Context: an optimization exercise on an open-source flow, tuned for small area, a short achievable clock period and few clock cycles. The choices shown serve that exercise and are no tape-out recipe.
In this exercise RTL edits were held to simulation tests only and were not proved equivalent to the original.
No activity file was given, so power comes from the tool's default toggle rates.

==> inputs of job 5700 <==
==> flow/design.v (excerpt) <==
module pswx_core (
    input  wire        clk,
    input  wire        rst,
    output wire        mem_req,
    output wire        mem_we,
    output wire [31:0] mem_addr,
    output reg  [3:0]  mem_be,
    output wire [31:0] mem_wdata,
    input  wire [31:0] mem_rdata,
    input  wire        mem_ready,
    output reg         halted,
    output reg  [2:0]  fatal_code,
    output reg  [31:0] fatal_info
);
    localparam F_OPCODE   = 3'd1;
    localparam F_UNMAPPED = 3'd2;
    localparam F_WIDTH    = 3'd3;
    localparam F_DMA_OFF  = 3'd4;
    localparam F_C0_READ  = 3'd5;
    localparam F_C0_WRITE = 3'd6;
    localparam EX_ADEL = 5'd4;
    localparam EX_ADES = 5'd5;
    localparam EX_SYS  = 5'd8;
    localparam EX_OV   = 5'd12;
    localparam FF_OK       = 2'd0;
    localparam FF_UNMAPPED = 2'd2;
    localparam FF_DMA_BAD  = 2'd3;
    reg [31:0] pc;
    reg [31:0] npc_t, npc_l;
    reg        npc_tk;
    wire [31:0] npc = npc_tk ? npc_t : npc_l;
    reg        did_branch, in_bds;
    reg [31:0] status, epc;
    reg        cause_bd;
    reg [4:0]  cause_code;
    wire [31:0] cause = {cause_bd, 24'h0, cause_code, 2'b00};
    reg        ir_valid;
    reg [31:0] ir;
    reg [1:0]  ir_flt;
    reg        in_mem;
    reg        ov_r;
    reg [31:0] ov_pc;      
    reg        pm;         
    reg [31:1] rs_oh, rt_oh;   
    reg        wb_en;          
    reg [4:0]  wb_idx;
    reg [31:0] wb_data;
    reg        fa_wb, fb_wb;   
    reg        fa_sh, fb_sh;   
    reg        sh_valid;
    reg [4:0]  sh_idx;
    reg [31:0] sh_val;
    reg [31:0] m_va;
    reg [1:0]  m_size;     
    reg        m_store;
  ...
==> flow/config.mk <==
export PLATFORM = sky130hd
export DESIGN_NAME = pswx_core
export DESIGN_NICKNAME = pswx_core
export VERILOG_FILES = /design/flow/design.v
export SDC_FILE = /design/flow/constraint.sdc
export NUM_CORES = 4
export LEC_CHECK = 0
export CAP_MARGIN = 20
export CELL_PAD_IN_SITES_DETAIL_PLACEMENT = 1
export CELL_PAD_IN_SITES_GLOBAL_PLACEMENT = 2
export CORE_MARGIN = 2
export CORE_UTILIZATION = 40
export SETUP_SLACK_MARGIN = 5
export SLEW_MARGIN = 20
==> flow/constraint.sdc <==
create_clock -name core_clock -period 14.0 [get_ports {clk}]
set_input_delay 2.8000 -clock core_clock [delete_from_list [all_inputs] [get_ports {clk}]]
set_output_delay 2.8000 -clock core_clock [all_outputs]
set_load 0.01 [all_outputs]
standard.sh (not shown) runs the stock make flow with config.mk's settings and CLKGATE_MAP_FILE= SYNTH_SCRIPT=/design/flow/synth_recipe.tcl, a recipe that flattens the netlist after the stock synthesis.
==> flow/flow/run.sh <==
#!/bin/bash
set -euo pipefail
bash standard.sh SETUP_SLACK_MARGIN=8.0 finish > standard_flow.log 2>&1
==> job 7850 (differences from job 5700) <==
==> flow/run.sh (new file) <==
#!/bin/bash
# synth_recipe.tcl (not shown) runs the flow's synth.tcl, then flattens the netlist and writes it again
# the make line also repeats each setting of config.mk as NAME=value (left out here)
make -C /OpenROAD-flow-scripts/flow DESIGN_CONFIG=/design/flow/config.mk WORK_HOME=/design/flow/orfs CLKGATE_MAP_FILE= SYNTH_SCRIPT=/design/flow/synth_recipe.tcl finish
- CELL_PAD_IN_SITES_DETAIL_PLACEMENT: 1 -> 2
- CELL_PAD_IN_SITES_GLOBAL_PLACEMENT: 2 -> 4
- CORE_UTILIZATION: 40 -> 30
removed: flow/flow/run.sh
removed: flow/standard.sh
==> notes <==
In total power, job 5700 and job 7850 hardly differ.
Of job 5700 and job 7850, job 5700 has the higher via count (gap 3.0%, measured against job 7850).
Against job 7850, the global-route usage of job 5700 is higher by 8.7 points.
Sequential power is about the same in job 5700 and job 7850.
Against job 7850, the cell area of job 5700 is larger by about 4%.
Flip-flop and latch count is the same in job 7850 and job 5700.
In job 5700 the first-iteration DRC count is higher than in job 7850, by about 32%.
Against job 7850, the hold slack of job 5700 is worse by 0.0034 ns.
In synthesized area, job 7850 and job 5700 do not differ.
Final cell count: job 5700 is smaller than job 7850 (4.9%).
Testbench counts of job 5700, summed over its fixed seeds: cycles 64,861.
Testbench counts of job 7850, summed over its fixed seeds: cycles 64,861.

==> re-timing with driven ports <==
In the flow no input, the clock included, has a driving cell. The finished layouts below were timed again as built, in two steps. Step 1 (the two cells are an assumption about what drives the block):
set clk [get_ports {clk}]
set_driving_cell -lib_cell sky130_fd_sc_hd__clkbuf_16 $clk
set_driving_cell -lib_cell sky130_fd_sc_hd__buf_2 [delete_from_list [all_inputs] $clk]
Step 2 times the ports against the registers' clock, not the clock port: input delays grow and output delays shrink by t, the midpoint of the rising clock arrivals with the driver on. a / b / c = ideal ports / drivers / drivers and shift; a / b = the first two.
| run | shift t [ns] | setup slack, ns | pins driven straight from the clock port |
|---|---|---|---|
| job 5700 | 1.103 | 7.800 / 7.790 / 7.073 | 1 |
| job 7850 | 1.078 | 5.601 / 5.601 / 5.601 | 1 |
After both steps every run listed still meets setup and hold. The setup slack of job 5700, which loses most, moves by -0.010 ns with the drivers and by -0.727 ns with both steps.
